This design comes from an exercise in tuning for small area, a short achievable clock period and few clock cycles per item on the open sky130 flow, not from production work.
The RTL was checked by simulation tests, not by an equivalence proof against the original design.
Power and IR drop assume default switching activity.

[flow/flow/run.sh]
#!/bin/bash
set -e
cat >> config.mk <<'EOC'
export SETUP_SLACK_MARGIN = 9.05
export TNS_END_PERCENT = 100
export BUFFER_PORTS_ARGS = -buffer_cell sky130_fd_sc_hd__buf_1
export CTS_ARGS = -sink_clustering_enable -repair_clock_nets -sink_clustering_size 24 -sink_clustering_max_diameter 100 -buf_list sky130_fd_sc_hd__clkbuf_16 -dont_use_dummy_load
EOC
bash standard.sh > flow_standard.log 2>&1
[flow/standard.sh]
#!/bin/bash
# synth_recipe.tcl (not shown) runs the flow's synth.tcl, then flattens the netlist and writes it again
# the make line also repeats each setting of config.mk as NAME=value (left out here)
make -C /OpenROAD-flow-scripts/flow DESIGN_CONFIG=/design/flow/config.mk WORK_HOME=/design/flow/orfs CLKGATE_MAP_FILE= SYNTH_SCRIPT=/design/flow/synth_recipe.tcl "${@:-finish}"
[flow/config.mk]
export PLATFORM = sky130hd
export DESIGN_NAME = irig_tce
export DESIGN_NICKNAME = irig_tce
export VERILOG_FILES = /design/flow/design.v
export SDC_FILE = /design/flow/constraint.sdc
export NUM_CORES = 4
export LEC_CHECK = 0
export CAP_MARGIN = 20
export CORE_MARGIN = 2
export CORE_UTILIZATION = 40
export PLACE_DENSITY = 0.6
export SLEW_MARGIN = 20
export SETUP_SLACK_MARGIN = 9.05
export TNS_END_PERCENT = 100
export BUFFER_PORTS_ARGS = -buffer_cell sky130_fd_sc_hd__buf_1
export CTS_ARGS = -sink_clustering_enable -repair_clock_nets -sink_clustering_size 24 -sink_clustering_max_diameter 100 -buf_list sky130_fd_sc_hd__clkbuf_16 -dont_use_dummy_load
[flow/constraint.sdc]
create_clock -name core_clock -period 13.0 [get_ports {clk}]
set_input_delay 2.6000 -clock core_clock [delete_from_list [all_inputs] [get_ports {clk}]]
set_output_delay 2.6000 -clock core_clock [all_outputs]
set_load 0.01 [all_outputs]
[flow/design.v]
module irig_tce (
    input  wire        clk,
    input  wire        rst,
    input  wire        load,
    input  wire        tick,
    input  wire [1:0]  rc,           
    output reg         cmd_ready,
    input  wire        tbl_we,
    input  wire [6:0]  tbl_addr,
    input  wire [7:0]  tbl_wdata,
    input  wire        cfg_irig,
    input  wire        cfg_year,
    input  wire        cfg_ieee,
    input  wire        leap_ins,
    input  wire        leap_del,
    input  wire [6:0]  leap_tyear,
    input  wire [8:0]  leap_tday,
    input  wire [4:0]  leap_thour,
    input  wire [5:0]  leap_tmin,
    input  wire        leap_warn,
    input  wire [6:0]  start_year,
    input  wire [8:0]  start_day,
    input  wire [4:0]  start_hour,
    input  wire [5:0]  start_min,
    input  wire [5:0]  start_sec,
    input  wire        dst_req,
    input  wire        dst_active0,
    input  wire [6:0]  dst_tyear,
    input  wire [8:0]  dst_tday,
    input  wire [4:0]  dst_thour,
    input  wire [5:0]  dst_tmin,
    input  wire        cfg_off_sign,
    input  wire [3:0]  cfg_off_hours,
    input  wire        cfg_off_half,
    input  wire [3:0]  tq,
    input  wire [3:0]  dut1,
    input  wire [10:0] fsync,
    input  wire [10:0] fhour,
    output reg         pd_valid,
    input  wire        pd_ready,
    output reg  [9:0]  pd_dur,
    output reg  [10:0] pd_freq,
    output reg  [1:0]  pd_level,
    output reg         fault,
    output reg  [2:0]  fcause,
    output reg  [6:0]  findex,
    output reg  [6:0]  ct_year,
    output reg  [8:0]  ct_day,
    output reg  [4:0]  ct_hour,
    output reg  [5:0]  ct_min,
    output reg  [5:0]  ct_sec,
    output reg         dst_active,
    output reg         dst_pend,
    output reg         off_sign,
    output reg  [3:0]  off_hours,
    output reg         off_half
);
    localparam [1:0] LVL_OFF = 2'd0, LVL_LOW = 2'd1, LVL_HIGH = 2'd2;
    localparam [1:0] K_ZERO = 2'd0, K_ONE = 2'd1, K_PI = 2'd2;
    localparam [1:0] G_TICK = 2'd0, G_NOTICK = 2'd1, G_MARK = 2'd2;
    localparam [1:0] ST_IDLE = 2'd0, ST_GRP = 2'd1, ST_BITS = 2'd2;
    localparam [3:0] D_T0 = 4'd0, D_T1 = 4'd1, D_N0 = 4'd2, D_W = 4'd3, D_Q = 4'd4,
                     D_M0 = 4'd5, D_MQ = 4'd6, D_I1 = 4'd7, D_I2 = 4'd8;
    function [5:0] enc;
        input [7:0] e;
        input       irig;
        reg   [3:0] op, a;
        begin
            op = e[7:4];
            a  = e[3:0];
            if (op >= 4'd13)
                enc = 6'h3B;
            else if (irig && (op == 4'd1 || op >= 4'd7))
                enc = 6'h3D;
            else begin
                case (op)
                    4'd0:  enc = (a >= 4'd3) ? 6'h3C : (a == 4'd0) ? 6'h00 :
                                 (a == 4'd1) ? 6'h30 : 6'h31;
                    4'd1:  enc = (a >= 4'd3) ? 6'h3C : (a == 4'd0) ? 6'h32 :
                                 (a == 4'd1) ? 6'h33 : 6'h34;
                    4'd2:  enc = {2'b00, a};
                    4'd3:  enc = 6'h35;
                    4'd4:  enc = {2'b01, a};
                    4'd5:  enc = 6'h10;
                    4'd6:  enc = 6'h36;
                    4'd7:  enc = 6'h37;
                    4'd8:  enc = 6'h38;
                    4'd9:  enc = 6'h39;
                    4'd10: enc = (a == 4'd0) ? 6'h00 : {2'b10, a};
                    default: enc = 6'h3A;
                endcase
            end
        end
    endfunction
    function cdec;               
        input [5:0] c;
        cdec = (c[5:4] == 2'b01) || (c == 6'h35) || (c == 6'h37);
    endfunction
    function [8:0] dcd;
        input [5:0] c;
        input [3:0] dg;
        input       curz;
        input [3:0] d1v;
        input       lw;
        input       act;
        reg   [3:0] m;
        reg         f;
        reg   [2:0] cs;
        reg   [1:0] k, ty;
        reg         dc;
        begin
            m  = c[3:0];
            f  = 1'b0;
            cs = 3'd0;
            k  = K_ZERO;
            ty = G_TICK;
            dc = 1'b0;
            case (c[5:4])
                2'd0: k = ((dg & m) != 4'd0) ? K_ONE : K_ZERO;
                2'd1: begin
                    dc = 1'b1;
                    k  = ((dg & m) != 4'd0) ? K_ONE : K_ZERO;
                end
                2'd2: k = ((d1v & m) != 4'd0) ? K_ONE : K_ZERO;
                default: begin
                    case (m)
                        4'd0:  k = K_ONE;
                        4'd1:  k = K_PI;
                        4'd2:  begin k = K_ZERO; ty = G_NOTICK; end
                        4'd3:  begin k = K_ONE;  ty = G_NOTICK; end
                        4'd4:  begin k = K_PI;   ty = G_NOTICK; end
                        4'd5:  begin k = K_PI;   dc = 1'b1; end
                        4'd6:  k = K_PI;
                        4'd7:  begin k = K_PI;   ty = G_NOTICK; dc = 1'b1; end
                        4'd8:  ty = G_MARK;
                        4'd9:  k = lw ? K_ONE : K_ZERO;
                        4'd10: k = act ? K_ONE : K_ZERO;
                        4'd12: begin f = 1'b1; cs = 3'd2; end
                        4'd13: begin f = 1'b1; cs = 3'd3; end
                        default: begin f = 1'b1; cs = 3'd1; end
                    endcase
                end
            endcase
            if (dc && curz) begin
                f  = 1'b1;
                cs = 3'd4;
            end
            dcd = {f, cs, k, dc, ty};
        end
    endfunction
    function [3:0] add3;         
        input [3:0] d;
        begin
            case (d)
                4'd5:    add3 = 4'd8;
                4'd6:    add3 = 4'd9;
                4'd7:    add3 = 4'd10;
                4'd8:    add3 = 4'd11;
                4'd9:    add3 = 4'd12;
                default: add3 = d;
            endcase
        end
    endfunction
    function [7:0] bcd7;         
        input [6:0] v;
        reg   [14:0] s;
        integer i;
        begin
            s = {8'd0, v};
            for (i = 0; i < 7; i = i + 1) begin
                s[10:7]  = add3(s[10:7]);
                s[14:11] = add3(s[14:11]);
                s = s << 1;
            end
            bcd7 = s[14:7];
        end
    endfunction
    function [3:0] inc10;
        input [3:0] v;
        inc10 = (v == 4'd9) ? 4'd0 : v + 4'd1;
    endfunction
    reg        irig;             
    reg        zai;              
    reg [4:0]  cur;
    reg [1:0]  st;
    reg [1:0]  sub;
    reg        gx;               
    reg [1:0]  gtype, gkind;
    reg        gfsel, gfault;
    reg [2:0]  gcause;
    reg [1:0]  rc_q;
    reg [2:0]  settle;
    reg [6:0]  b;                
    reg        ph;               
    reg [1:0]  kc;               
    reg        chg;              
    reg [5:0]  e1;               
    reg [3:0]  d1;               
    reg [3:0]  d1b;              
    reg [8:0]  k1;               
    reg        k1_fsel;          
    reg  [365:0] wv;             
    reg  [5:0]   wpos;           
    reg  [59:0]  iv [0:4];       
    reg          wr_busy, wr_w;
    reg  [5:0]   wr_idx;
    reg  [2:0]   wr_ring;
    reg  [3:0]   wr_cnt;
    reg  [5:0]   wr_code;
    wire [6:0] ia = tbl_addr - 7'd64;
    wire       w_ok = (tbl_addr < 7'd61);
    wire       i_ok = (tbl_addr >= 7'd64) && (tbl_addr < 7'd114);
    wire       wr_take = tbl_we && !wr_busy && (w_ok || i_ok);
    reg        lv;               
    reg  [2:0] ia_ring;
    reg  [3:0] ia_idx;
    always @* begin
        case (tbl_addr)
            7'd64: begin ia_ring = 3'd0; ia_idx = 4'd0; end
            7'd65: begin ia_ring = 3'd0; ia_idx = 4'd1; end
            7'd66: begin ia_ring = 3'd0; ia_idx = 4'd2; end
            7'd67: begin ia_ring = 3'd0; ia_idx = 4'd3; end
            7'd68: begin ia_ring = 3'd0; ia_idx = 4'd4; end
            7'd69: begin ia_ring = 3'd0; ia_idx = 4'd5; end
            7'd70: begin ia_ring = 3'd0; ia_idx = 4'd6; end
            7'd71: begin ia_ring = 3'd0; ia_idx = 4'd7; end
            7'd72: begin ia_ring = 3'd0; ia_idx = 4'd8; end
            7'd73: begin ia_ring = 3'd0; ia_idx = 4'd9; end
            7'd74: begin ia_ring = 3'd1; ia_idx = 4'd0; end
            7'd75: begin ia_ring = 3'd1; ia_idx = 4'd1; end
            7'd76: begin ia_ring = 3'd1; ia_idx = 4'd2; end
            7'd77: begin ia_ring = 3'd1; ia_idx = 4'd3; end
            7'd78: begin ia_ring = 3'd1; ia_idx = 4'd4; end
            7'd79: begin ia_ring = 3'd1; ia_idx = 4'd5; end
            7'd80: begin ia_ring = 3'd1; ia_idx = 4'd6; end
            7'd81: begin ia_ring = 3'd1; ia_idx = 4'd7; end
            7'd82: begin ia_ring = 3'd1; ia_idx = 4'd8; end
            7'd83: begin ia_ring = 3'd1; ia_idx = 4'd9; end
            7'd84: begin ia_ring = 3'd2; ia_idx = 4'd0; end
            7'd85: begin ia_ring = 3'd2; ia_idx = 4'd1; end
            7'd86: begin ia_ring = 3'd2; ia_idx = 4'd2; end
            7'd87: begin ia_ring = 3'd2; ia_idx = 4'd3; end
            7'd88: begin ia_ring = 3'd2; ia_idx = 4'd4; end
            7'd89: begin ia_ring = 3'd2; ia_idx = 4'd5; end
            7'd90: begin ia_ring = 3'd2; ia_idx = 4'd6; end
            7'd91: begin ia_ring = 3'd2; ia_idx = 4'd7; end
            7'd92: begin ia_ring = 3'd2; ia_idx = 4'd8; end
            7'd93: begin ia_ring = 3'd2; ia_idx = 4'd9; end
            7'd94: begin ia_ring = 3'd3; ia_idx = 4'd0; end
            7'd95: begin ia_ring = 3'd3; ia_idx = 4'd1; end
            7'd96: begin ia_ring = 3'd3; ia_idx = 4'd2; end
            7'd97: begin ia_ring = 3'd3; ia_idx = 4'd3; end
            7'd98: begin ia_ring = 3'd3; ia_idx = 4'd4; end
            7'd99: begin ia_ring = 3'd3; ia_idx = 4'd5; end
            7'd100: begin ia_ring = 3'd3; ia_idx = 4'd6; end
            7'd101: begin ia_ring = 3'd3; ia_idx = 4'd7; end
            7'd102: begin ia_ring = 3'd3; ia_idx = 4'd8; end
            7'd103: begin ia_ring = 3'd3; ia_idx = 4'd9; end
            7'd104: begin ia_ring = 3'd4; ia_idx = 4'd0; end
            7'd105: begin ia_ring = 3'd4; ia_idx = 4'd1; end
            7'd106: begin ia_ring = 3'd4; ia_idx = 4'd2; end
            7'd107: begin ia_ring = 3'd4; ia_idx = 4'd3; end
            7'd108: begin ia_ring = 3'd4; ia_idx = 4'd4; end
            7'd109: begin ia_ring = 3'd4; ia_idx = 4'd5; end
            7'd110: begin ia_ring = 3'd4; ia_idx = 4'd6; end
            7'd111: begin ia_ring = 3'd4; ia_idx = 4'd7; end
            7'd112: begin ia_ring = 3'd4; ia_idx = 4'd8; end
            7'd113: begin ia_ring = 3'd4; ia_idx = 4'd9; end
            default: begin ia_ring = 3'd0; ia_idx = 4'd0; end
        endcase
    end
    reg  [3:0] fpos, fframe;
    reg  [2:0] ftab;
    always @* begin
        case (fframe)
            4'd0:    ftab = 3'd0;
            4'd6:    ftab = 3'd2;
            4'd7:    ftab = 3'd3;
            4'd8:    ftab = 3'd2;
            4'd9:    ftab = 3'd4;
            default: ftab = 3'd1;
        endcase
    end
    wire f_rest = (fframe == 4'd0 && fpos <= 4'd2) || (fframe >= 4'd2 && fpos == 4'd0) ||
                  (fframe >= 4'd10);
    wire f_live = (fframe < 4'd10) && !(fframe == 4'd0 && fpos < 4'd2);
    wire bit_fetch;              
    wire f_step = (st == ST_BITS) ? bit_fetch : !f_rest;
    wire [59:0] ring_f = iv[ftab];
    wire [5:0]  e_f    = (ftab == 3'd0) ? ring_f[17:12] : ring_f[5:0];
    reg        lm_q, dfc_q, dpm_q;
    reg        arm_del_q, arm_ins_q, s59_q, m59_q, dge_q, h22_q, h23_q;
    reg [1:0]  dh_q;
    reg [6:0]  dr_q;             
    reg [3:0]  dt_q, du_q;       
    reg [11:0] sp_q;             
    reg [16:0] sbs_q;            
    wire [8:0] ylen = (ct_year[1:0] == 2'b00) ? 9'd366 : 9'd365;
    wire       lm   = (ct_year == leap_tyear) && (ct_day == leap_tday) &&
                      (ct_hour == leap_thour) && (ct_min == leap_tmin);
    wire [7:0] by = bcd7(ct_year);
    wire [7:0] bm = bcd7({1'b0, ct_min});
    wire [7:0] bs = bcd7({1'b0, ct_sec});
    wire [7:0] dtu = bcd7(dr_q);
    reg  [3:0] yt_q, yu_q, mu_q, su_q, hu_q;
    reg  [2:0] mt_q, st_q;
    reg  [1:0] ht_q;
    always @(posedge clk) begin
        yt_q <= by[7:4];
        yu_q <= by[3:0];
        mt_q <= bm[6:4];
        mu_q <= bm[3:0];
        st_q <= bs[6:4];
        su_q <= bs[3:0];
        ht_q <= (ct_hour >= 5'd20) ? 2'd2 : (ct_hour >= 5'd10) ? 2'd1 : 2'd0;
        hu_q <= (ct_hour >= 5'd20) ? ct_hour[3:0] - 4'd4 :
                (ct_hour >= 5'd10) ? ct_hour[3:0] - 4'd10 : ct_hour[3:0];
    end
    reg  [12:0] h225;
    always @* begin
        case (ct_hour)
            5'd0: h225 = 13'd0;     5'd1: h225 = 13'd225;   5'd2: h225 = 13'd450;
            5'd3: h225 = 13'd675;   5'd4: h225 = 13'd900;   5'd5: h225 = 13'd1125;
            5'd6: h225 = 13'd1350;  5'd7: h225 = 13'd1575;  5'd8: h225 = 13'd1800;
            5'd9: h225 = 13'd2025;  5'd10: h225 = 13'd2250; 5'd11: h225 = 13'd2475;
            5'd12: h225 = 13'd2700; 5'd13: h225 = 13'd2925; 5'd14: h225 = 13'd3150;
            5'd15: h225 = 13'd3375; 5'd16: h225 = 13'd3600; 5'd17: h225 = 13'd3825;
            5'd18: h225 = 13'd4050; 5'd19: h225 = 13'd4275; 5'd20: h225 = 13'd4500;
            5'd21: h225 = 13'd4725; 5'd22: h225 = 13'd4950; 5'd23: h225 = 13'd5175;
            default: h225 = 13'd0;
        endcase
    end
    always @(posedge clk) begin
        lm_q  <= lm;
        arm_del_q <= !zai && leap_del && ct_sec == 6'd58 && lm;
        arm_ins_q <= !zai && leap_ins && ct_sec == 6'd59 && lm;
        s59_q <= (ct_sec == 6'd59);
        m59_q <= (ct_min == 6'd59);
        h22_q <= (ct_hour >= 5'd22);
        h23_q <= (ct_hour == 5'd23);
        dge_q <= (ct_day >= ylen);
        dfc_q <= (ct_year == dst_tyear) && (ct_day == dst_tday) &&
                 ((ct_min != 6'd59 && ct_hour == dst_thour && ct_min + 6'd1 == dst_tmin) ||
                  (ct_min == 6'd59 && ct_hour + 5'd1 == dst_thour && dst_tmin == 6'd0));
        dpm_q <= (dst_tmin != 6'd0) ?
                     (ct_year == dst_tyear && ct_day == dst_tday && ct_hour == dst_thour &&
                      ct_min + 6'd1 == dst_tmin) :
                 (dst_thour != 5'd0) ?
                     (ct_year == dst_tyear && ct_day == dst_tday && ct_min == 6'd59 &&
                      ct_hour + 5'd1 == dst_thour) :
                 (dst_tday > 9'd1) ?
                     (ct_year == dst_tyear && ct_min == 6'd59 && ct_hour == 5'd23 &&
                      ct_day + 9'd1 == dst_tday) :
                     (ct_min == 6'd59 && ct_hour == 5'd23 && ct_day == ylen &&
                      ((dst_tyear == 7'd0 && ct_year == 7'd99) ||
                       (dst_tyear <= 7'd100 && ct_year + 7'd1 == dst_tyear) ||
                       (dst_tyear > 7'd100 && {1'b0, ct_year} + 8'd101 == {1'b0, dst_tyear})));
        dh_q <= (ct_day >= 9'd300) ? 2'd3 : (ct_day >= 9'd200) ? 2'd2 :
                (ct_day >= 9'd100) ? 2'd1 : 2'd0;
        dr_q <= ct_day - ((ct_day >= 9'd300) ? 9'd300 : (ct_day >= 9'd200) ? 9'd200 :
                          (ct_day >= 9'd100) ? 9'd100 : 9'd0);
        dt_q <= dtu[7:4];
        du_q <= dtu[3:0];
        sp_q <= {ct_min, 6'd0} - {4'd0, ct_min, 2'd0} + {6'd0, ct_sec};
        sbs_q <= {h225, 4'd0} + {5'd0, sp_q};
    end
    wire m59     = m59_q;
    wire ins_arm = arm_ins_q;
    wire wrap    = zai || arm_del_q || (!arm_ins_q && s59_q);
    wire [5:0] nsec = wrap ? 6'd0 : ins_arm ? 6'd60 : ct_sec + 6'd1;
    wire fire    = wrap && dst_pend && dfc_q;
    reg  [5:0] nmin;
    reg  [4:0] h1, h2, nhour;
    reg        hw, dw;
    reg  [8:0] dd, nday;
    reg  [6:0] nyear;
    reg        nact, npend, nosign, nohalf;
    reg  [3:0] nohours;
    always @* begin
        nmin = wrap ? (m59 ? 6'd0 : ct_min + 6'd1) : ct_min;
        nact    = dst_active;
        npend   = dst_pend;
        nosign  = off_sign;
        nohours = off_hours;
        nohalf  = off_half;
        if (fire) begin
            npend = 1'b0;
            nact  = !dst_active;
            if (!dst_active) begin
                if (!off_sign) begin
                    if (off_hours == 4'd15) begin
                        nosign  = 1'b1;
                        nohours = off_half ? 4'd7 : 4'd8;
                    end else
                        nohours = off_hours + 4'd1;
                end else begin
                    if (off_hours == 4'd0) begin
                        nosign  = 1'b0;
                        nohours = off_half ? 4'd0 : 4'd1;
                    end else
                        nohours = off_hours - 4'd1;
                end
            end else begin
                if (off_sign) begin
                    if (off_hours == 4'd15) begin
                        nosign  = 1'b0;
                        nohours = off_half ? 4'd7 : 4'd8;
                    end else
                        nohours = off_hours + 4'd1;
                end else begin
                    if (off_hours == 4'd0) begin
                        nosign  = 1'b1;
                        nohours = off_half ? 4'd0 : 4'd1;
                    end else
                        nohours = off_hours - 4'd1;
                end
            end
        end
        case ({wrap && m59, fire, fire && dst_active})
            3'b100:         begin h2 = ct_hour + 5'd1; hw = h23_q; end
            3'b010:         begin h2 = ct_hour + 5'd1; hw = h23_q; end
            3'b110:         begin h2 = ct_hour + 5'd2; hw = h22_q; end
            3'b011:         begin h2 = ct_hour - 5'd1; hw = 1'b0; end
            default:        begin h2 = ct_hour;        hw = 1'b0; end
        endcase
        nhour = hw ? {4'd0, h23_q && !(h2 == 5'd24)} : h2;
        dd    = hw ? ct_day + 9'd1 : ct_day;
        dw    = hw && dge_q;
        nday  = dw ? 9'd1 : dd;
        nyear = dw ? ((ct_year >= 7'd99) ? 7'd0 : ct_year + 7'd1) : ct_year;
    end
    reg  nextra;
    always @(posedge clk) nextra <= dw && leap_warn;
    wire [3:0] n_su = (wrap || ins_arm) ? 4'd0 : inc10(su_q);
    wire [3:0] n_st = wrap ? 4'd0 : ins_arm ? 4'd6 :
                      (su_q == 4'd9) ? {1'b0, st_q} + 4'd1 : {1'b0, st_q};
    wire [3:0] n_mu = wrap ? inc10(mu_q) : mu_q;
    wire [3:0] n_yu = dw ? inc10(yu_q) : yu_q;
    wire [3:0] iy_t = cfg_year ? yt_q : 4'd0;
    wire [3:0] iy_u = cfg_year ? yu_q : 4'd0;
    wire [13:0] cf_data = cfg_ieee ?
        {tq, off_half, off_hours, off_sign, dst_active, dst_pend && dpm_q,
         leap_del && lm_q, (leap_ins || leap_del) && lm_q} : 14'd0;
    reg        par_q;
    always @(posedge clk)
        par_q <= cfg_ieee & (^cf_data ^ ^iy_t ^ ^iy_u ^ ^dh_q ^ ^dt_q ^ ^du_q ^ ^ht_q ^
                             ^hu_q ^ ^mt_q ^ ^mu_q ^ ^st_q ^ ^su_q);
    wire [14:0] cf_q = {par_q, cf_data};
    function [3:0] wdig;         
        input [4:0] i;
        begin
            case (i)
                5'd0: wdig = yt_q;
                5'd1: wdig = {2'b00, dh_q};
                5'd2: wdig = dt_q;
                5'd3: wdig = du_q;
                5'd4: wdig = {2'b00, ht_q};
                5'd5: wdig = hu_q;
                5'd6: wdig = {1'b0, mt_q};
                5'd7: wdig = mu_q;
                5'd8: wdig = yu_q;
                default: wdig = 4'd0;
            endcase
        end
    endfunction
    function [3:0] idig;         
        input [4:0] i;
        begin
            case (i)
                5'd0:  idig = {3'd0, sbs_q[16]};
                5'd1:  idig = sbs_q[15:12];
                5'd2:  idig = sbs_q[11:8];
                5'd3:  idig = sbs_q[7:4];
                5'd4:  idig = sbs_q[3:0];
                5'd6:  idig = {1'b0, cf_q[14:12]};
                5'd7:  idig = cf_q[11:8];
                5'd8:  idig = cf_q[7:4];
                5'd9:  idig = cf_q[3:0];
                5'd10: idig = iy_t;
                5'd11: idig = iy_u;
                5'd13: idig = {2'b00, dh_q};
                5'd14: idig = dt_q;
                5'd15: idig = du_q;
                5'd16: idig = {2'b00, ht_q};
                5'd17: idig = hu_q;
                5'd18: idig = {1'b0, mt_q};
                5'd19: idig = mu_q;
                5'd20: idig = {1'b0, st_q};
                5'd21: idig = su_q;
                default: idig = 4'd0;
            endcase
        end
    endfunction
    wire [5:0] wpos_m1 = (wpos == 6'd0) ? 6'd60 : wpos - 6'd1;
    wire       w_at0   = (nsec == wpos);
    wire       w_al    = w_at0 || (nsec == wpos_m1);
    wire [5:0] e_w     = w_at0 ? wv[5:0] : wv[365:360];
    function [22:0] desc;        
        input [3:0]  id;
        input [1:0]  kd;
        input [1:0]  rq;
        input        b42;
        input [10:0] fm;
        reg   [9:0]  w, q, m, s, mq;
        begin
            case (kd)
                K_ONE:   begin w = 10'd570; m = 10'd5; end
                K_PI:    begin w = 10'd770; m = 10'd8; end
                default: begin w = 10'd170; m = 10'd2; end
            endcase
            case ({kd, rq})
                4'b0001: q = 10'd810;  4'b0010: q = 10'd790;
                4'b0101: q = 10'd410;  4'b0110: q = 10'd390;
                4'b1001: q = 10'd210;  4'b1010: q = 10'd190;
                4'b0100, 4'b0111: q = 10'd400;
                4'b1000, 4'b1011: q = 10'd200;
                default: q = 10'd800;
            endcase
            case (rq)
                2'd1:    mq = 10'd210;
                2'd2:    mq = 10'd190;
                default: mq = 10'd200;
            endcase
            case ({kd, b42 && rq == 2'd1, b42 && rq == 2'd2})
                4'b0010: s = 10'd9;  4'b0001: s = 10'd7;
                4'b0110: s = 10'd6;  4'b0101: s = 10'd4;
                4'b1010: s = 10'd3;  4'b1001: s = 10'd1;
                4'b0100, 4'b0111: s = 10'd5;
                4'b1000, 4'b1011: s = 10'd2;
                default: s = 10'd8;
            endcase
            case (id)
                D_T0: desc = {10'd5, 11'd1000, LVL_HIGH};
                D_T1: desc = {10'd25, 11'd0, LVL_OFF};
                D_N0: desc = {10'd30, 11'd0, LVL_OFF};
                D_W:  desc = {w, 11'd100, LVL_LOW};
                D_Q:  desc = {q, 11'd0, LVL_OFF};
                D_M0: desc = {10'd800, fm, LVL_HIGH};
                D_MQ: desc = {mq, 11'd0, LVL_OFF};
                D_I1: desc = {m, 11'd1000, LVL_HIGH};
                default: desc = {s, 11'd1000, LVL_LOW};
            endcase
        end
    endfunction
    function [3:0] gfirst;
        input [1:0] ty;
        gfirst = (ty == G_MARK) ? D_M0 : (ty == G_NOTICK) ? D_N0 : D_T0;
    endfunction
    function [3:0] gnext;        
        input [1:0] ty;
        input [1:0] sb;
        begin
            case (ty)
                G_MARK:   gnext = D_MQ;
                G_NOTICK: gnext = (sb == 2'd1) ? D_W : D_Q;
                default:  gnext = (sb == 2'd1) ? D_T1 : (sb == 2'd2) ? D_W : D_Q;
            endcase
        end
    endfunction
    function [1:0] glast;
        input [1:0] ty;
        glast = (ty == G_MARK) ? 2'd1 : (ty == G_NOTICK) ? 2'd2 : 2'd3;
    endfunction
    wire accept_tick = cmd_ready && tick && !load && !fault;
    wire accept_load = cmd_ready && load;
    wire xfer        = pd_valid && pd_ready;
    assign bit_fetch = xfer && (st == ST_BITS) && !ph;
    wire in_bits  = (st == ST_BITS);
    wire prime_e  = !irig || (st == ST_IDLE) || (in_bits && ((b == 7'd98 && ph) || b == 7'd99));
    wire prime_k  = !irig || (st == ST_IDLE) || (in_bits && b == 7'd99);
    wire [5:0] r1_0 = iv[0][5:0];
    wire [5:0] r1_1 = iv[0][11:6];
    wire [4:0] cur_w = wrap ? 5'd8 : cur;        
    wire [4:0] cur_s = cur - {4'd0, k1[2]};
    wire [4:0] eff_n = cur_s - {4'd0, cdec(e1)};
    reg        need_al;          
    reg  [5:0] rot_cnt;
    reg        spec_q;           
    wire [6:0] al_d0 = {1'b0, nsec} - {1'b0, wpos};
    wire [6:0] al_d1 = al_d0[6] ? al_d0 + 7'd61 : al_d0;
    wire [5:0] al_dist  = (al_d1 == 7'd60) ? 6'd0 : al_d1[5:0];
    wire       al_go = need_al && lv && !irig && !chg && !wr_busy;
    reg        rot_w, sub_w;
    reg [4:0]  rot_i, sub_i;
    integer    t;
    always @* begin
        sub_w = wr_busy && wr_w && ((wpos == wr_idx) || (wr_idx > 6'd60));
        rot_w = (wr_busy && wr_w) || (rot_cnt != 6'd0) || spec_q;
        for (t = 0; t < 5; t = t + 1) begin
            rot_i[t] = (f_step && f_live && ftab == t) ||
                       (f_step && t == 0 && fframe == 4'd1 && fpos < 4'd2) ||
                       (wr_busy && !wr_w && wr_ring == t);
            sub_i[t] = wr_busy && !wr_w && wr_ring == t && wr_cnt == wr_idx[3:0];
        end
    end
    always @(posedge clk) begin
        if (rot_w) begin
            wv   <= {sub_w ? wr_code : wv[5:0], wv[365:6]};
            wpos <= (wpos >= 6'd60) ? 6'd0 : wpos + 6'd1;
        end
        for (t = 0; t < 5; t = t + 1)
            if (rot_i[t])
                iv[t] <= {sub_i[t] ? wr_code : iv[t][5:0], iv[t][59:6]};
        if (wr_busy) begin
            if (wr_w) begin
                if (sub_w) wr_busy <= 1'b0;
            end else begin
                wr_cnt <= wr_cnt + 4'd1;
                if (wr_cnt >= 4'd9) wr_busy <= 1'b0;
            end
        end else if (wr_take) begin
            wr_busy <= 1'b1;
            wr_w    <= w_ok;
            wr_idx  <= w_ok ? tbl_addr[5:0] : {2'b00, ia_idx};
            wr_ring <= ia_ring;
            wr_cnt  <= 4'd0;
            wr_code <= enc(tbl_wdata, !w_ok);
        end
        spec_q <= accept_tick && !irig && w_at0;
        if (al_go)
            rot_cnt <= al_dist;
        else if (rot_cnt != 6'd0)
            rot_cnt <= rot_cnt - 6'd1;
        if (accept_load || accept_tick || (wr_busy && sub_w))
            need_al <= 1'b1;
        else if (al_go)
            need_al <= 1'b0;
        fpos   <= fpos_n;
        fframe <= fframe_n;
    end
    reg [3:0] fpos_n, fframe_n;
    always @* begin
        fpos_n   = fpos;
        fframe_n = fframe;
        if (f_step) begin
            if (fpos >= 4'd9) begin
                fpos_n   = 4'd0;
                fframe_n = fframe + 4'd1;
            end else
                fpos_n = fpos + 4'd1;
        end else if (st != ST_BITS) begin
            fpos_n   = 4'd2;
            fframe_n = 4'd0;
        end
    end
    wire f_rest_n = (fframe_n == 4'd0 && fpos_n <= 4'd2) || (fframe_n >= 4'd2 && fpos_n == 4'd0) ||
                    (fframe_n >= 4'd10);
    reg [22:0] t_pd;
    reg        t_valid, t_fault;
    reg [1:0]  t_st;
    reg [4:0]  t_cur;
    reg [3:0]  t_d;
    always @* begin
        t_fault = 1'b0;
        t_st    = ST_GRP;
        t_valid = 1'b1;
        t_pd    = {10'd5, 11'd1000, LVL_HIGH};
        if (nextra) begin
            t_pd = {10'd5, 11'd1000, LVL_HIGH};
        end else if (k1[8]) begin
            t_valid = 1'b0;
            t_fault = 1'b1;
            t_st    = ST_IDLE;
        end else if (!irig) begin
            case (k1[1:0])
                G_MARK:   t_pd = {10'd800, k1_fsel ? fhour : fsync, LVL_HIGH};
                G_NOTICK: t_pd = {10'd30, 11'd0, LVL_OFF};
                default:  t_pd = {10'd5, 11'd1000, LVL_HIGH};
            endcase
        end else begin
            t_st = ST_BITS;
            t_pd = desc(D_I1, k1[4:3], 2'd0, 1'b0, 11'd0);
        end
        if (irig)
            t_cur = (nextra || k1[8]) ? 5'd21 : 5'd21 - {4'd0, k1[2]};
        else
            t_cur = cur_w - {4'd0, k1[2] && !k1[8]};
        case (5'd21 - {4'd0, k1[2]} - {4'd0, cdec(e1)})
            5'd21:   t_d = n_su;
            5'd20:   t_d = n_st;
            default: t_d = n_mu;
        endcase
    end
    wire t_bits = irig && !nextra && !k1[8];        
    reg [3:0]  x_id;
    reg [1:0]  x_kd;
    reg        x_fs;
    reg        x_valid, x_fault, x_gx0, x_bits0, x_l1, x_l2, x_subinc;
    reg [1:0]  x_st;
    reg [2:0]  x_cause;
    reg [6:0]  x_findex;
    always @* begin
        x_id     = D_T0;
        x_kd     = K_ZERO;
        x_fs     = gfsel;
        x_valid  = 1'b1;
        x_fault  = 1'b0;
        x_cause  = k1[7:5];
        x_findex = 7'd0;
        x_st     = st;
        x_gx0    = 1'b0;            
        x_bits0  = 1'b0;            
        x_l1     = 1'b0;            
        x_l2     = 1'b0;            
        x_subinc = 1'b0;
        if (st == ST_GRP) begin
            if (sub == (gx ? 2'd3 : glast(gtype))) begin
                if (gx && !irig) begin
                    x_gx0 = 1'b1;
                    if (gfault) begin
                        x_valid  = 1'b0;
                        x_fault  = 1'b1;
                        x_cause  = gcause;
                        x_findex = {1'b0, ct_sec};
                        x_st     = ST_IDLE;
                    end else
                        x_id = gfirst(gtype);
                end else if (gx) begin
                    x_gx0 = 1'b1;
                    if (k1[8]) begin
                        x_valid = 1'b0;
                        x_fault = 1'b1;
                        x_st    = ST_IDLE;
                    end else begin
                        x_id    = D_I1;
                        x_kd    = k1[4:3];
                        x_bits0 = 1'b1;
                        x_st    = ST_BITS;
                    end
                end else begin
                    x_valid = 1'b0;
                    x_st    = ST_IDLE;
                end
            end else begin
                x_subinc = 1'b1;
                x_id     = gx ? gnext(G_TICK, sub + 2'd1) : gnext(gtype, sub + 2'd1);
                x_kd     = gx ? K_ZERO : gkind;
            end
        end else begin
            if (!ph) begin
                x_l2 = 1'b1;
                x_id = D_I2;
                x_kd = kc;
            end else if (b == 7'd99) begin
                x_valid = 1'b0;
                x_st    = ST_IDLE;
            end else if (k1[8]) begin
                x_valid  = 1'b0;
                x_fault  = 1'b1;
                x_findex = b + 7'd1;
                x_st     = ST_IDLE;
            end else begin
                x_l1 = 1'b1;
                x_id = D_I1;
                x_kd = k1[4:3];
            end
        end
    end
    wire [22:0] x_pd = desc(x_id, x_kd, rc_q, b == 7'd42, x_fs ? fhour : fsync);
    wire [3:0] p_d  = irig ? (cdec(r1_0) ? n_st : n_su) : (wrap ? n_yu : wdig(cur_w));
    wire [3:0] p_db = wrap ? n_mu : wdig(cur_w - 5'd1);
    wire [8:0] k_in  = dcd(e1, d1, cur == 5'd0, dut1, leap_warn, dst_active);
    wire [8:0] k_pr  = irig ? dcd(r1_0, d1, 1'b0, dut1, leap_warn, nact) :
                              dcd(e1, cdec(e1) ? d1b : d1, cur_w == 5'd0, dut1, leap_warn, nact);
    reg [2:0] settle_n;
    reg [1:0] st_n;
    always @* begin
        settle_n = (settle != 3'd0) ? settle - 3'd1 : 3'd0;
        st_n     = st;
        if (rst) begin
            settle_n = 3'd0;
            st_n     = ST_IDLE;
        end else if (accept_load) begin
            settle_n = 3'd3;
        end else if (accept_tick) begin
            settle_n = 3'd3;
            st_n     = t_st;
        end else if (xfer)
            st_n = x_st;
        if (rot_w || (rot_i != 5'd0) || wr_busy || wr_take || spec_q)
            if (settle_n < 3'd2) settle_n = 3'd2;
        if ((need_al && lv && !irig) || rot_cnt != 6'd0)
            if (settle_n == 3'd0) settle_n = 3'd1;
    end
    always @(posedge clk) begin
        chg       <= accept_load || accept_tick;
        st        <= st_n;
        settle    <= settle_n;
        cmd_ready <= (st_n == ST_IDLE) && (settle_n == 3'd0) && f_rest_n;
        if (prime_e)
            e1 <= irig ? r1_1 : e_w;
        else if (xfer && x_l2)
            e1 <= e_f;
        if (accept_tick && t_bits)
            d1 <= t_d;
        else if (xfer && (x_l1 || x_bits0) && !prime_e)
            d1 <= idig(eff_n);
        else if (prime_e)
            d1 <= p_d;
        d1b <= p_db;
        if (prime_k) begin
            k1      <= k_pr;
            k1_fsel <= (nmin == 6'd0);
        end else if (xfer && x_l2)
            k1 <= k_in;
        if (accept_tick || xfer)
            {pd_dur, pd_freq, pd_level} <= accept_tick ? t_pd : x_pd;
        if (rst)
            pd_valid <= 1'b0;
        else if (accept_tick)
            pd_valid <= t_valid;
        else if (xfer)
            pd_valid <= x_valid;
        if (rst)
            lv <= 1'b0;
        else if (accept_load)
            lv <= 1'b1;
        if (accept_load) begin
            ct_year    <= start_year;
            ct_day     <= start_day;
            ct_hour    <= start_hour;
            ct_min     <= start_min;
            ct_sec     <= start_sec;
            zai        <= 1'b0;
            dst_active <= dst_active0;
            dst_pend   <= dst_req;
            off_sign   <= cfg_off_sign;
            off_hours  <= cfg_off_hours;
            off_half   <= cfg_off_half;
            irig       <= cfg_irig;
            cur        <= cfg_irig ? 5'd21 : 5'd8;
            fault      <= 1'b0;
            fcause     <= 3'd0;
            findex     <= 7'd0;
        end else if (accept_tick) begin
            ct_year    <= nyear;
            ct_day     <= nday;
            ct_hour    <= nhour;
            ct_min     <= nmin;
            ct_sec     <= nsec;
            zai        <= ins_arm;
            dst_active <= nact;
            dst_pend   <= npend;
            off_sign   <= nosign;
            off_hours  <= nohours;
            off_half   <= nohalf;
            rc_q       <= rc;
            gtype    <= k1[1:0];
            gkind    <= k1[4:3];
            gfsel    <= k1_fsel;
            gfault   <= k1[8];
            gcause   <= k1[7:5];
            gx       <= nextra;
            sub      <= 2'd0;
            cur      <= t_cur;
            kc       <= k1[4:3];
            b        <= 7'd0;
            ph       <= 1'b0;
            if (t_fault && !nextra) begin
                fault  <= 1'b1;
                fcause <= k1[7:5];
                findex <= irig ? 7'd0 : {1'b0, nsec};
            end
        end else if (xfer) begin
            if (x_fault) begin
                fault  <= 1'b1;
                fcause <= x_cause;
                findex <= x_findex;
            end
            if (x_gx0) begin
                gx  <= 1'b0;
                sub <= 2'd0;
            end
            if (x_subinc)
                sub <= sub + 2'd1;
            if (x_bits0 || x_l1) begin
                kc  <= k1[4:3];
                cur <= cur_s;
                ph  <= 1'b0;
            end
            if (x_bits0)
                b <= 7'd0;
            if (x_l1)
                b <= b + 7'd1;
            if (x_l2)
                ph <= 1'b1;
        end
    end
endmodule
==> results of run 1 <==
state kept, by name, summed over array words and instances, names as in the netlist, 5 cells and up:
name / flops
wv: 366
iv: 300
sbs_q: 17
h225: 12
pd_freq: 11
sp_q: 11
pd_dur: 10
ct_day: 9
k1: 9
b: 7
ct_year: 7
dr_q: 7
findex: 7
ct_min: 6
ct_sec: 6
e1: 6
rot_cnt: 6
wpos: 6
wr_code: 6
wr_idx: 6
ct_hour: 5
cur: 5
through the flow:
step | worst slack, ns | area [um2]
5_1_grt | 8.94 | 47300
4_1_cts | 8.97 | 46800
2_1_floorplan | 7.20 | 42300
3_5_place_dp | 7.19 | 44500
3_3_place_gp | 7.34 | 44500
6_report | 9.02 | 47300
path summary, 6_finish.rpt:
path	slack, ns	cells past startpoint	start	endpoint
min	0.28	0	sp_q[1]$_DFF_P_	sbs_q[1]$_DFF_P_
min reg2reg	0.28	0	sp_q[1]$_DFF_P_	sbs_q[1]$_DFF_P_
max reg2reg	9.14	15	arm_del_q$_DFF_P_	h225[9]$_DFF_P_
max	9.02	1	ct_day[5]$_DFFE_PP_	ct_day[5]
power groups by stage:
| stage | Sequential, mW | Clock (mW) | Combinational (mW) |
|---|---|---|---|
| 5_1_grt | 4.95 | 1.74 | 1.36 |
| 6_report | 4.87 | 1.58 | 1.25 |
| 3_5_place_dp | 4.93 | 0 | 1.07 |
| 3_3_place_gp | 4.92 | 0 | 1.06 |
| 4_1_cts | 4.88 | 1.64 | 1.21 |
| 2_1_floorplan | 4.71 | 0 | 0.828 |
layout make-up:
type | instances | area, um2 | share of cell area
clock buffer | 50 | 1250 | 0.0265
sequential | 945 | 27100 | 0.572
timing repair buffer | 366 | 2330 | 0.0492
tap | 1380 | 1730 | 0.0365
multi-input combinational | 2114 | 14400 | 0.305
inverter | 124 | 497 | 0.0105
kinds of logic after synthesis:
family | after synthesis
and+or+nand+nor | 946
DFF | 945
AOI/OAI and AO/OA | 717
buffers and inverters | 283
xor gates and xnor gates | 222
adders and majority gates | 118
muxes | 110
routing by layer:
metal	vias up	wire, um	global-route usage
met2	1002	46300	0.285
li1	12903	-	-
met1	13620	49400	0.285
met3	136	7300	0.0290
met4	0	2600	0.0511
met5	-	0	0
Yosys cell counts, types with 22 or more instances:
library cell,number
clkbuf_1,117
inv_1,118
xnor2_1,141
nand3_1,94
buf_1,23
a21oi_1,162
nand2_1,288
ha_1,114
nor2b_1,35
and2_1,26
nor3_1,77
a21o_1,24
nand4_1,27
xor2_1,78
and3_1,22
dfxtp_1,133
a211oi_1,28
o21a_1,22
o211ai_1,22
a31oi_1,31
o22ai_1,35
o21ai_0,175
a22oi_1,22
nand2b_1,28
mux2i_1,53
mux2_2,56
edfxtp_1,812
nor2_1,261
repair_timing:
item / CTS / global route
buffers inserted: 66 / 33
gates resized for setup: 105 / 47
cloned: 7 / 3
endpoints found under the setup margin: 526 / 170
pin swaps: 14 / 19
==> impl_metrics.json, run 1 <==
{
  "core.rowCount": 118,
  "status": "finished clean",
  "cpPeakStageDelay_ns": 0.52,
  "overflow": 0,
  "p_seq_frac": 0.632,
  "avgRoutedWirePerCell_um": 21.2,
  "swShare": 0.265,
  "post_synth_mux_area_share": 0.0282,
  "viasPerCell": 5.56,
  "dieArea_um2": 108000,
  "fin_crit_sh": 0.306,
  "crit_buf_inv": 1,
  "synth_cells": 3341,
  "dp.cells": 4820,
  "yosysWarnings": 2,
  "fin_crit_ns": 3.98,
  "track_usage": 0.190,
  "synth_area_um2": 42000,
  "cp.required_ns": 10.40,
  "core_um2": 104000,
  "first_iter_violations": 2912,
  "tightestPinTransition_ns": 1.12,
  "cts.path.max_buffers": 3,
  "crit_chain": "clkbuf_2",
  "wl_mm": 106,
  "syn_avg_cell_area_um2": 12.6,
  "synth_xor_area_frac": 0.0471,
  "cts_buffers": 50,
  "post-dp-hpwl_mm": 71.4,
  "yosys.area_share.adder": 0.0356,
  "synthArstFlopShare": 0,
  "fillers": 9519,
  "port_buffers": 230,
  "finalNonFillerCells": 4979,
  "place_congestion": 0.950,
  "cts_tree": "built",
  "p_int_mw": 5.66,
  "ant_nets": 0,
  "clk_latency_ns": 0.68,
  "synth_top_family_by_area": "compound AO/OA/AOI/OAI gates",
  "die_h_um": 328,
  "ys_seq_elements": 945,
  "total_power_mw": 7.69,
  "drc": 0,
  "finalHoldViolations": 0,
  "first_pass_iters": 7,
  "grt_pass1_wl_mm": 158,
  "dr_total_vias": 27661,
  "slew_headroom": 0.253,
  "hold_buffers": 0,
  "drive_above_1_share": 0.108,
  "clkTransAtPathRegs_ns": 0.10,
  "num_io_pins": 231,
  "drv_cap": 0,
  "hp-class": "register to register",
  "start_util": 0.405,
  "fp.dieW_um": 328,
  "synth_edf_count": 812,
  "grt_max_degree": 201,
  "yosysSeqAreaShare": 0.644,
  "mostFrequentLayoutCells": "edfxtp_1 (812), nand2_1 (282), nor2_1 (253), buf_1 (209), o21ai_0 (162)",
  "setup-violations-final": 0,
  "leakagePower_nw": 16.5,
  "synth_compound_area_frac": 0.112,
  "crit_family": "flip-flops",
  "synth_area_leaders": "edfxtp_1 (58%), dfxtp_1 (6.3%), ha_1 (3.4%)",
  "yosysTopAreaCellShare": 0.581,
  "arrival_ns": 1.38,
  "power.switching_mw": 2.04,
  "cts_root_buffer": "clkbuf_16",
  "final-max-slew-violation-count": 0,
  "rsz0062_at_grt": "true",
  "final_common_cell": "edfxtp_1",
  "syn-num-nets": 3612,
  "fin_nets": 3872,
  "synthSimpleGateAreaFrac": 0.106,
  "worstSetupPathType": "register to primary output",
  "whs_ns": 0.278,
  "syn_to_final_growth_pct": 12.6,
  "end_kind": "primary output",
  "cts_max_level": 2,
  "power.share.clock": 0.205,
  "numClockSinks": 945,
  "fin_util": 0.455,
  "grt_pass1_vias": 25693,
  "irDropWorstVdd_mv": 0.137,
  "power_density_nw_per_um2": 163,
  "worstPathMaxFanout": 2,
  "synthDistinctLibCells": 98,
  "crit_slowest_cell": "edfxtp_1",
  "cp-start-kind": "register",
  "share_comb_of_total_power": 0.162,
  "fmax_ghz": 0.251,
  "fin_worst_skew_ns": 0.116,
  "yosys.area.top_type": "edfxtp_1",
  "antenna_cells": 0,
  "tns_ns": 0,
  "antenna_found_initial": 5,
  "ys.flop_type": "edfxtp_1"
}
Testbench counts, summed over its fixed seeds: cycles 43,832, items 40,182.
==> run 2, diff against run 1 <==
--- a/flow/flow/run.sh
+++ b/flow/flow/run.sh
@@ -3,3 +3,3 @@
 cat >> config.mk <<'EOC'
-export SETUP_SLACK_MARGIN = 9.05
+export SETUP_SLACK_MARGIN = 9.15
 export TNS_END_PERCENT = 100
--- a/flow/config.mk
+++ b/flow/config.mk
@@ -10,5 +10,5 @@
 export CORE_UTILIZATION = 40
-export PLACE_DENSITY = 0.6
+export PLACE_DENSITY = 0.5
 export SLEW_MARGIN = 20
-export SETUP_SLACK_MARGIN = 9.05
+export SETUP_SLACK_MARGIN = 9.15
 export TNS_END_PERCENT = 100
==> run 2 against run 1 <==
Critical endpoint is now ct_sec[1]. Routed wire length is 8.3% higher. Clock skew is 0.045 ns lower. Largest cell class unchanged. Global-route usage is 1.8 points higher. Critical path depth is 1 higher. Worst hold slack better by 0.054 ns. Clock power hardly changed. Synthesized cell count stayed put. Setup slack worse by 0.059 ns. Combinational power hardly changed. Still clean on timing, DRC and antenna. Total power is 0.31% higher. Critical path type unchanged.
==> impl_metrics.json, run 2 <==
{
  "place_congestion": 0.952,
  "drive_above_1_share": 0.132,
  "worstPathMaxFanout": 2,
  "drc": 0,
  "fin_crit_ns": 4.04,
  "arrival_ns": 1.44,
  "fmax_ghz": 0.248,
  "avgRoutedWirePerCell_um": 22.8,
  "cts_buffers": 51,
  "wl_mm": 114,
  "cp.required_ns": 10.40,
  "viasPerCell": 5.60,
  "track_usage": 0.208,
  "ys_seq_elements": 945,
  "cts.path.max_buffers": 3,
  "syn_to_final_growth_pct": 13.9,
  "status": "finished clean",
  "core_um2": 104000,
  "ant_nets": 0,
  "first_pass_iters": 8,
  "yosysSeqAreaShare": 0.644,
  "yosys.area.top_type": "edfxtp_1",
  "rsz0062_at_grt": "true",
  "first_iter_violations": 2759,
  "p_seq_frac": 0.629,
  "cts_max_level": 2,
  "synth.most_common_cell": "edfxtp_1",
  "yosysWarnings": 2,
  "clkTransAtPathRegs_ns": 0.07,
  "fin_nets": 3903,
  "synth_area_um2": 42000,
  "grt_max_degree": 206,
  "power.share.clock": 0.208,
  "tns_ns": 0,
  "start_util": 0.405,
  "post-dp-hpwl_mm": 76.4,
  "syn_avg_cell_area_um2": 12.6,
  "synth_area_leaders": "edfxtp_1 (58%), dfxtp_1 (6.3%), ha_1 (3.4%)",
  "numClockSinks": 945,
  "syn-num-nets": 3612,
  "power.switching_mw": 2.04,
  "cts_root_buffer": "clkbuf_16",
  "drv_cap": 0,
  "p_int_mw": 5.67,
  "ys.flop_type": "edfxtp_1",
  "synth_common_cells": "edfxtp_1 (812), nand2_1 (288), nor2_1 (261)",
  "leakagePower_nw": 16.8,
  "yosysTopAreaCellShare": 0.581,
  "end_kind": "primary output",
  "slew_headroom": 0.205,
  "mostFrequentLayoutCells": "edfxtp_1 (812), nand2_1 (275), nor2_1 (246), buf_1 (191), o21ai_0 (159)",
  "cts_tree": "built",
  "core.rowCount": 118,
  "irDropWorstVdd_mv": 0.133,
  "fin_worst_skew_ns": 0.0712,
  "power_density_nw_per_um2": 161,
  "finalHoldViolations": 0,
  "regMostFlops": "wv",
  "overflow": 0,
  "swShare": 0.265,
  "synthArstFlopShare": 0,
  "worstSetupPathType": "register to primary output",
  "setup-violations-final": 0,
  "share_comb_of_total_power": 0.163,
  "largest_register_ffs": 366,
  "grt_pass1_wl_mm": 171,
  "whs_ns": 0.331,
  "cp-start-kind": "register",
  "hp-class": "register to register",
  "synth_cells": 3341,
  "die_h_um": 328,
  "fin_crit_sh": 0.311,
  "final_common_cell": "edfxtp_1",
  "clk_latency_ns": 0.67,
  "dieArea_um2": 108000,
  "synth_edf_count": 812,
  "dr_total_vias": 28053,
  "fp.dieW_um": 328,
  "synthDistinctLibCells": 98,
  "grt_pass1_vias": 27299,
  "antenna_found_initial": 4,
  "fillers": 9325,
  "tightestPinTransition_ns": 1.18,
  "num_io_pins": 231,
  "port_buffers": 230,
  "final-max-slew-violation-count": 0,
  "reg_top3": "wv (366), iv (300), sbs_q (17)"
}
run 2: final timing paths:
path	start	to	cells past startpoint	slack (ns)
max reg2reg	dst_pend$_SDFFCE_PN0P_	h225[8]$_DFF_P_	17	9.22
min	sp_q[1]$_DFF_P_	sbs_q[1]$_DFF_P_	0	0.33
min reg2reg	sp_q[1]$_DFF_P_	sbs_q[1]$_DFF_P_	0	0.33
max	ct_sec[1]$_DFFE_PN_	ct_sec[1]	2	8.96
run 2: cell type report:
class                      instances  area (um2)  area share
antenna                            1        2.50   0.0000523
clock buffer                      51        1280      0.0267
inverter                         124         515      0.0108
multi-input combinational       2116       14700       0.307
sequential                       945       27100       0.566
tap                             1380        1730      0.0361
timing repair buffer             392        2570      0.0538
timing repair inverter             2        17.5    0.000366
run 2: power by group through the flow:
| stage | clock (mW) | combinational [mW] | sequential (mW) |
|---|---|---|---|
| finish | 1.60 | 1.26 | 4.85 |
| global route | 1.77 | 1.38 | 4.95 |
| CTS | 1.68 | 1.22 | 4.87 |
| detailed placement | 0 | 1.08 | 4.91 |
| global placement | 0 | 1.06 | 4.92 |
| floorplan | 0 | 0.829 | 4.71 |
run 2: through the flow:
step           power, mW  std cells  setup slack, ns  cell area, um2   util
4_1_cts             7.78       4981             8.93           47200  0.455
3_5_place_dp        5.99       4819             7.03           44500  0.429
6_report            7.72       5011             8.96           47800  0.461
5_1_grt             8.10       5010             8.95           47800  0.461
3_3_place_gp        5.99       4819             7.09           44500  0.429
2_1_floorplan       5.54       3341             7.20           42400      -
run 2: cell families after synthesis:
family                   count (synthesis)  share of synthesized area
AO/OA/AOI/OAI                          717                      0.112
XOR/XNOR                               222                     0.0471
adder cells (fa/ha/maj)                118                     0.0356
flip-flops                             945                      0.644
multiplexers                           110                     0.0282
AND/OR/NAND/NOR                        946                      0.106
buffers and inverters                  283                     0.0274
run 2: critical path: stages, from the launching register on:
cell	delay, ns
edfxtp_1	0.53
buf_12	0.20
buf_6	0.11
run 2: repair_timing:
action / CTS / global route
buffers inserted: 102 / 29
gates cloned: 9 / 0
gates resized for setup: 142 / 104
hold buffers: 0 / 0
pin swaps: 21 / 35
setup endpoints to repair: 535 / 328
run 2: routing by layer:
| layer | track usage | routed length [um] | vias to the layer above |
|---|---|---|---|
| met5 | 0 | 14 | - |
| met4 | 0.0820 | 4700 | 2 |
| met3 | 0.0271 | 6000 | 210 |
| met2 | 0.331 | 53100 | 920 |
| met1 | 0.289 | 50600 | 13961 |
| li1 | - | - | 12960 |
==> run 3, diff against run 2 <==
==> flow/flow/run.sh (replaced) <==
#!/bin/bash
set -e
cat >> config.mk <<'EOC'
export SETUP_SLACK_MARGIN = 9.05
export TNS_END_PERCENT = 100
export BUFFER_PORTS_ARGS = -buffer_cell sky130_fd_sc_hd__buf_1
export CTS_ARGS = -sink_clustering_enable -repair_clock_nets -sink_clustering_size 24 -sink_clustering_max_diameter 100 -buf_list "sky130_fd_sc_hd__clkbuf_8 sky130_fd_sc_hd__clkbuf_16" -dont_use_dummy_load
EOC
bash standard.sh > flow_standard.log 2>&1
==> flow/config.mk (replaced) <==
export PLATFORM = sky130hd
export DESIGN_NAME = irig_tce
export DESIGN_NICKNAME = irig_tce
export VERILOG_FILES = /design/flow/design.v
export SDC_FILE = /design/flow/constraint.sdc
export NUM_CORES = 4
export LEC_CHECK = 0
export CAP_MARGIN = 20
export CORE_MARGIN = 2
export CORE_UTILIZATION = 40
export PLACE_DENSITY = 0.6
export SLEW_MARGIN = 20
export SETUP_SLACK_MARGIN = 9.05
export TNS_END_PERCENT = 100
export BUFFER_PORTS_ARGS = -buffer_cell sky130_fd_sc_hd__buf_1
export CTS_ARGS = -sink_clustering_enable -repair_clock_nets -sink_clustering_size 24 -sink_clustering_max_diameter 100 -buf_list "sky130_fd_sc_hd__clkbuf_8 sky130_fd_sc_hd__clkbuf_16" -dont_use_dummy_load
==> run 3 against run 2 <==
Sequential power is essentially flat. First-iteration DRC count grew 5.5%. Critical path type unchanged. Count of clock-buffer cells in the layout down 1. Worst hold slack got worse by 0.054 ns. Die area unchanged. Routed wire length shrank 7.7%. Sequential share of layout area up 0.67 points. Final area down 1.2%. Still clean. Fmax is 1.5% higher. Core utilization shrank 0.55 points. Setup slack better by 0.059 ns. Area after synthesis is the same.
==> impl_metrics.json, run 3 <==
{
  "drc": 0,
  "reg2regPathDepth": 15,
  "ant_nets": 0,
  "r2r-start": "arm_del_q$_DFF_P_",
  "worstSetupPathType": "register to primary output",
  "dieArea_um2": 108000,
  "fin_util": 0.455,
  "antenna_found_initial": 5,
  "yosysWarnings": 2,
  "hold_buffers": 0,
  "cts_buffers": 50,
  "final_common_cell": "edfxtp_1",
  "mostFrequentLayoutCells": "edfxtp_1 (812), nand2_1 (282), nor2_1 (253), buf_1 (209), o21ai_0 (162)",
  "cts_max_level": 2,
  "ys.flop_type": "edfxtp_1",
  "synth_edf_count": 812,
  "crit_chain": "clkbuf_2",
  "synth_common_cells": "edfxtp_1 (812), nand2_1 (288), nor2_1 (261)",
  "track_usage": 0.190,
  "cts_root_buffer": "clkbuf_16",
  "post-dp-hpwl_mm": 71.4,
  "crit_buf_inv": 1,
  "finalHoldViolations": 0,
  "grt_max_degree": 201,
  "leakagePower_nw": 16.5,
  "drive_above_1_share": 0.108,
  "holdPathEnd": "sbs_q[1]$_DFF_P_",
  "syn_to_final_growth_pct": 12.6,
  "synthArstFlopShare": 0,
  "fin_crit_sh": 0.306,
  "crit_family": "flip-flops",
  "hp-class": "register to register",
  "min_delay_path_depth": 0,
  "cp.required_ns": 10.40,
  "clkTransAtPathRegs_ns": 0.10,
  "grt_pass1_vias": 25693,
  "reg_top3": "wv (366), iv (300), sbs_q (17)",
  "rr_endpoint": "h225[9]$_DFF_P_",
  "rsz0062_at_grt": "true",
  "overflow": 0,
  "hp-start": "sp_q[1]$_DFF_P_",
  "cp_num_cells": 1,
  "irDropWorstVdd_mv": 0.137,
  "wl_mm": 106,
  "worstPathMaxFanout": 2,
  "avgRoutedWirePerCell_um": 21.2,
  "fp.dieW_um": 328,
  "fin_nets": 3872,
  "core_um2": 104000,
  "cts_tree": "built",
  "power_density_nw_per_um2": 163,
  "die_h_um": 328,
  "yosysTopAreaCellShare": 0.581,
  "yosys.area.top_type": "edfxtp_1",
  "first_pass_iters": 7,
  "final-max-slew-violation-count": 0,
  "regMostFlops": "wv",
  "dr_total_vias": 27661,
  "fin_worst_skew_ns": 0.116,
  "cp-start-kind": "register",
  "slew_headroom": 0.253,
  "port_buffers": 230,
  "start_util": 0.405,
  "drv_cap": 0,
  "ys_seq_elements": 945,
  "viasPerCell": 5.56,
  "fin_area_um2": 47300,
  "synthDistinctLibCells": 98,
  "setup-violations-final": 0,
  "yosysSeqAreaShare": 0.644,
  "syn-num-nets": 3612,
  "synth.most_common_cell": "edfxtp_1",
  "fmax_ghz": 0.251,
  "fin_crit_ns": 3.98,
  "status": "finished clean",
  "tightestPinTransition_ns": 1.12,
  "clk_latency_ns": 0.68,
  "fillers": 9519,
  "cpPeakStageDelay_ns": 0.52,
  "numClockSinks": 945,
  "grt_pass1_wl_mm": 158,
  "core.rowCount": 118,
  "placed_cell_area_um2": 44500,
  "num_io_pins": 231,
  "syn_avg_cell_area_um2": 12.6,
  "synth_area_leaders": "edfxtp_1 (58%), dfxtp_1 (6.3%), ha_1 (3.4%)",
  "synth_area_um2": 42000,
  "reg2reg_slack_ns": 9.14,
  "synth_cells": 3341,
  "tns_ns": 0,
  "place_congestion": 0.950,
  "crit_slowest_cell": "edfxtp_1",
  "first_iter_violations": 2912,
  "arrival_ns": 1.38,
  "cts.path.max_buffers": 3,
  "largest_register_ffs": 366,
  "end_kind": "primary output",
  "antenna_cells": 0
}
[run 3: how the worst max path moves through the flow]
stage / from / to / slack [ns]
5_1_grt: ct_day[5]$_DFFE_PP_ / ct_day[5] / 8.94
3_3_place_gp: load / pd_freq[1]$_DFFE_PN_ / 7.34
3_5_place_dp: load / pd_freq[0]$_DFFE_PN_ / 7.19
2_1_floorplan: pd_ready / iv[4][0]$_DFFE_PP_ / 7.20
4_1_cts: ct_day[5]$_DFFE_PP_ / ct_day[5] / 8.97
6_report: ct_day[5]$_DFFE_PP_ / ct_day[5] / 9.02
[run 3: per-stage QoR]
| step | power [mW] | instances | hold WS (ns) | setup WS (ns) |
|---|---|---|---|---|
| finish | 7.69 | 4979 | 0.278 | 9.02 |
| global route | 8.05 | 4979 | 0.276 | 8.94 |
| CTS | 7.74 | 4943 | 0.282 | 8.97 |
| detailed placement | 6.00 | 4820 | 0.313 | 7.19 |
| global placement | 5.98 | 4820 | 0.311 | 7.34 |
| floorplan | 5.54 | 3341 | 0.310 | 7.20 |
[run 3: report_power, final]
group          switching [mW]  internal (mW)
sequential              0.398           4.47
clock                   0.897          0.683
combinational           0.742          0.507
[run 3: final cells by class]
type / instances / area [um2] / area share
sequential: 945 / 27100 / 0.572
multi-input combinational: 2114 / 14400 / 0.305
timing repair buffer: 366 / 2330 / 0.0492
tap: 1380 / 1730 / 0.0365
clock buffer: 50 / 1250 / 0.0265
inverter: 124 / 497 / 0.0105
[run 3: per-layer routing]
metal / wire [um] / global-route usage / vias up
met1: 49400 / 0.285 / 13620
met2: 46300 / 0.285 / 1002
met4: 2600 / 0.0511 / 0
li1: - / - / 12903
met5: 0 / 0 / -
met3: 7300 / 0.0290 / 136
[run 3: cells by family after synthesis]
family	after synthesis	share of synthesized area
AOI/OAI and AO/OA	717	0.112
DFF	945	0.644
buffers and inverters	283	0.0274
and+or+nand+nor	946	0.106
xor gates and xnor gates	222	0.0471
muxes	110	0.0282
adders and majority gates	118	0.0356
[run 3: timing repair]
item / 4_1_cts / 5_1_grt
setup endpoints to repair: 526 / 170
resized for setup: 105 / 47
gates cloned: 7 / 3
setup buffers: 66 / 33
hold endpoints to repair: 0 / 0
pin swaps: 14 / 19
==> run 4, diff against run 3 <==
==> flow/flow/run.sh (replaced) <==
#!/bin/bash
set -e
cat >> config.mk <<'EOC'
export SETUP_SLACK_MARGIN = 9.05
export TNS_END_PERCENT = 100
export BUFFER_PORTS_ARGS = -buffer_cell sky130_fd_sc_hd__buf_1
export CTS_ARGS = -sink_clustering_enable -repair_clock_nets -sink_clustering_size 28 -sink_clustering_max_diameter 110 -buf_list sky130_fd_sc_hd__clkbuf_16 -dont_use_dummy_load
EOC
bash standard.sh > flow_standard.log 2>&1
--- a/flow/config.mk
+++ b/flow/config.mk
@@ -15,2 +15,2 @@
 export BUFFER_PORTS_ARGS = -buffer_cell sky130_fd_sc_hd__buf_1
-export CTS_ARGS = -sink_clustering_enable -repair_clock_nets -sink_clustering_size 24 -sink_clustering_max_diameter 100 -buf_list "sky130_fd_sc_hd__clkbuf_8 sky130_fd_sc_hd__clkbuf_16" -dont_use_dummy_load
+export CTS_ARGS = -sink_clustering_enable -repair_clock_nets -sink_clustering_size 28 -sink_clustering_max_diameter 110 -buf_list sky130_fd_sc_hd__clkbuf_16 -dont_use_dummy_load
==> run 4 against run 3 <==
Die area stayed put. Global-route usage grew 0.067 points. Sequential power barely moved. Sequential share of layout area rose by 0.18 points. Critical endpoint is now cmd_ready$_DFF_P_.
==> impl_metrics.json, run 4 <==
{
  "cts.path.max_buffers": 3,
  "yosysTopAreaCellShare": 0.581,
  "r2r-start": "arm_ins_q$_DFF_P_",
  "reg2reg_slack_ns": 9.18,
  "share_comb_of_total_power": 0.164,
  "ys_seq_elements": 945,
  "num_io_pins": 231,
  "track_usage": 0.190,
  "hp-class": "register to register",
  "p_int_mw": 5.55,
  "clk_latency_ns": 0.66,
  "synth_area_um2": 42000,
  "leakagePower_nw": 16.5,
  "power.share.clock": 0.195,
  "synth_common_cells": "edfxtp_1 (812), nand2_1 (288), nor2_1 (261)",
  "ant_nets": 0,
  "start_util": 0.405,
  "cts_buffers": 43,
  "core.rowCount": 118,
  "worstPathMaxFanout": 5,
  "arrival_ns": 4.54,
  "synthArstFlopShare": 0,
  "fin_nets": 3867,
  "drv_cap": 0,
  "fin_crit_sh": 0.305,
  "dr_total_vias": 27575,
  "overflow": 0,
  "wl_mm": 106,
  "power_density_nw_per_um2": 161,
  "final_common_cell": "edfxtp_1",
  "tns_ns": 0,
  "worstSetupPathType": "input port to register",
  "die_h_um": 328,
  "setup-violations-final": 0,
  "cts_max_level": 2,
  "ys.flop_type": "edfxtp_1",
  "grt_pass1_vias": 25689,
  "cts_root_buffer": "clkbuf_16",
  "avgRoutedWirePerCell_um": 21.3,
  "yosys.area.top_type": "edfxtp_1",
  "antenna_cells": 0,
  "synthDistinctLibCells": 98,
  "fp.dieW_um": 328,
  "synth_cells": 3341,
  "finalHoldViolations": 0,
  "antenna_found_initial": 5,
  "post-dp-hpwl_mm": 71.4,
  "holdPathEnd": "sbs_q[1]$_DFF_P_",
  "finalNonFillerCells": 4974,
  "reg2regPathDepth": 12,
  "first_iter_violations": 2708,
  "min_delay_path_depth": 0,
  "port_buffers": 230,
  "grt_pass1_wl_mm": 158,
  "syn_avg_cell_area_um2": 12.6,
  "swShare": 0.268,
  "end_kind": "register",
  "syn_to_final_growth_pct": 12.2,
  "core_um2": 104000,
  "final-max-slew-violation-count": 0,
  "viasPerCell": 5.54,
  "cts_tree": "built",
  "synth_edf_count": 812,
  "cp.required_ns": 13.57,
  "synth_area_leaders": "edfxtp_1 (58%), dfxtp_1 (6.3%), ha_1 (3.4%)",
  "synth.most_common_cell": "edfxtp_1",
  "dieArea_um2": 108000,
  "irDropWorstVdd_mv": 0.138,
  "largest_register_ffs": 366,
  "rsz0062_at_grt": "true",
  "yosysWarnings": 2,
  "power.switching_mw": 2.03,
  "rr_endpoint": "d1[3]$_DFFE_PP_",
  "fillers": 9533,
  "hp-start": "sp_q[1]$_DFF_P_",
  "dp.cells": 4820,
  "first_pass_iters": 7,
  "hold_buffers": 0,
  "total_power_mw": 7.58,
  "cp-start-kind": "input port",
  "fmax_ghz": 0.252,
  "grt_max_degree": 201,
  "fin_worst_skew_ns": 0.112,
  "place_congestion": 0.950,
  "syn-num-nets": 3612,
  "yosysSeqAreaShare": 0.644,
  "p_seq_frac": 0.642,
  "fin_crit_ns": 3.97,
  "numClockSinks": 945,
  "status": "finished clean",
  "tightestPinTransition_ns": 1.03,
  "drive_above_1_share": 0.109,
  "drc": 0,
  "regMostFlops": "wv",
  "clkTransAtPathRegs_ns": 0.10,
  "mostFrequentLayoutCells": "edfxtp_1 (812), nand2_1 (282), nor2_1 (251), buf_1 (207), o21ai_0 (163)",
  "slew_headroom": 0.311,
  "reg_top3": "wv (366), iv (300), sbs_q (17)"
}
run 4: cell types whose count changed in the layout (fill, tap and decap cells not counted), sizes merged:
cell / delta
bufbuf: -1
buf: +6
clkbuf: -10
run 4: through the flow:
stage / worst slack (ns) / cell area (um2) / hold WS, ns / utilization
2_1_floorplan: 7.20 / 42300 / 0.310 / -
3_3_place_gp: 7.34 / 44500 / 0.311 / 0.428
3_5_place_dp: 7.19 / 44500 / 0.313 / 0.428
4_1_cts: 8.99 / 46700 / 0.297 / 0.450
5_1_grt: 8.95 / 47100 / 0.303 / 0.454
6_report: 9.03 / 47100 / 0.300 / 0.454
run 4: area by class of cell:
cell class	count	area (um2)	area share
timing repair buffer	368	2330	0.0495
inverter	124	494	0.0105
tap	1380	1730	0.0366
clock buffer	43	1080	0.0228
multi-input combinational	2114	14400	0.306
sequential	945	27100	0.574
run 4: power groups by stage:
stage                     sequential, mW  clock, mW  combinational [mW]
after floorplan                     4.71          0               0.828
after global placement              4.92          0                1.06
after detailed placement            4.93          0                1.07
after CTS                           4.88       1.53                1.21
after global routing                4.95       1.63                1.35
final                               4.87       1.47                1.24
run 4: worst max path at each step:
stage                        startpoint                   end  slack [ns]  cells past startpoint
floorplan                      pd_ready    iv[4][0]$_DFFE_PP_        7.20                      5
finish                      tbl_addr[1]     cmd_ready$_DFF_P_        9.03                     11
CTS                 ct_day[5]$_DFFE_PP_             ct_day[5]        8.99                      1
detailed placement                 load  pd_freq[0]$_DFFE_PN_        7.19                     10
global placement                   load  pd_freq[1]$_DFFE_PN_        7.34                     10
global route                tbl_addr[1]     cmd_ready$_DFF_P_        8.95                     11
run 4: worst max-delay path, stage by stage:
cell and delay, ns:
buf_12 0.12, inv_12 0.05, ha_4 0.13, a21oi_2 0.05
nand4b_1 0.26, nor2_4 0.21, o21ai_4 0.10, or3_4 0.44
o21bai_4 0.19, nor4b_2 0.21, and3_1 0.17
run 4: timing repair:
item / 4_1_cts / 5_1_grt
hold endpoints to repair: 0 / 0
resized for setup: 104 / 61
pin swaps: 13 / 17
gates cloned: 7 / 1
buffers inserted: 69 / 34
endpoints found under the setup margin: 524 / 261
run 4: per-layer routing:
layer	up-vias	track usage	wire length, um
li1	12875	-	-
met1	13505	0.287	49200
met2	1057	0.286	46500
met3	138	0.0272	7560
met4	0	0.0522	2690
met5	-	0	0
run 4: kinds of logic (layout without fill, tap and decap cells):
logic type	count (synthesis)	after routing	synth area share
mux	110	110	0.0282
flops	945	945	0.644
compound gates	717	717	0.112
simple gates	946	947	0.106
fa+ha+maj	118	118	0.0356
buf+inv	283	535	0.0274
xor+xnor	222	222	0.0471

Check on run 4: ideal ports give 9.031 ns setup slack; a clkbuf_16 on the clock port and buf_2 on the inputs give 8.970 ns; moving port delays by the midpoint clock arrival (0.671 ns) as well gives 8.379 ns.
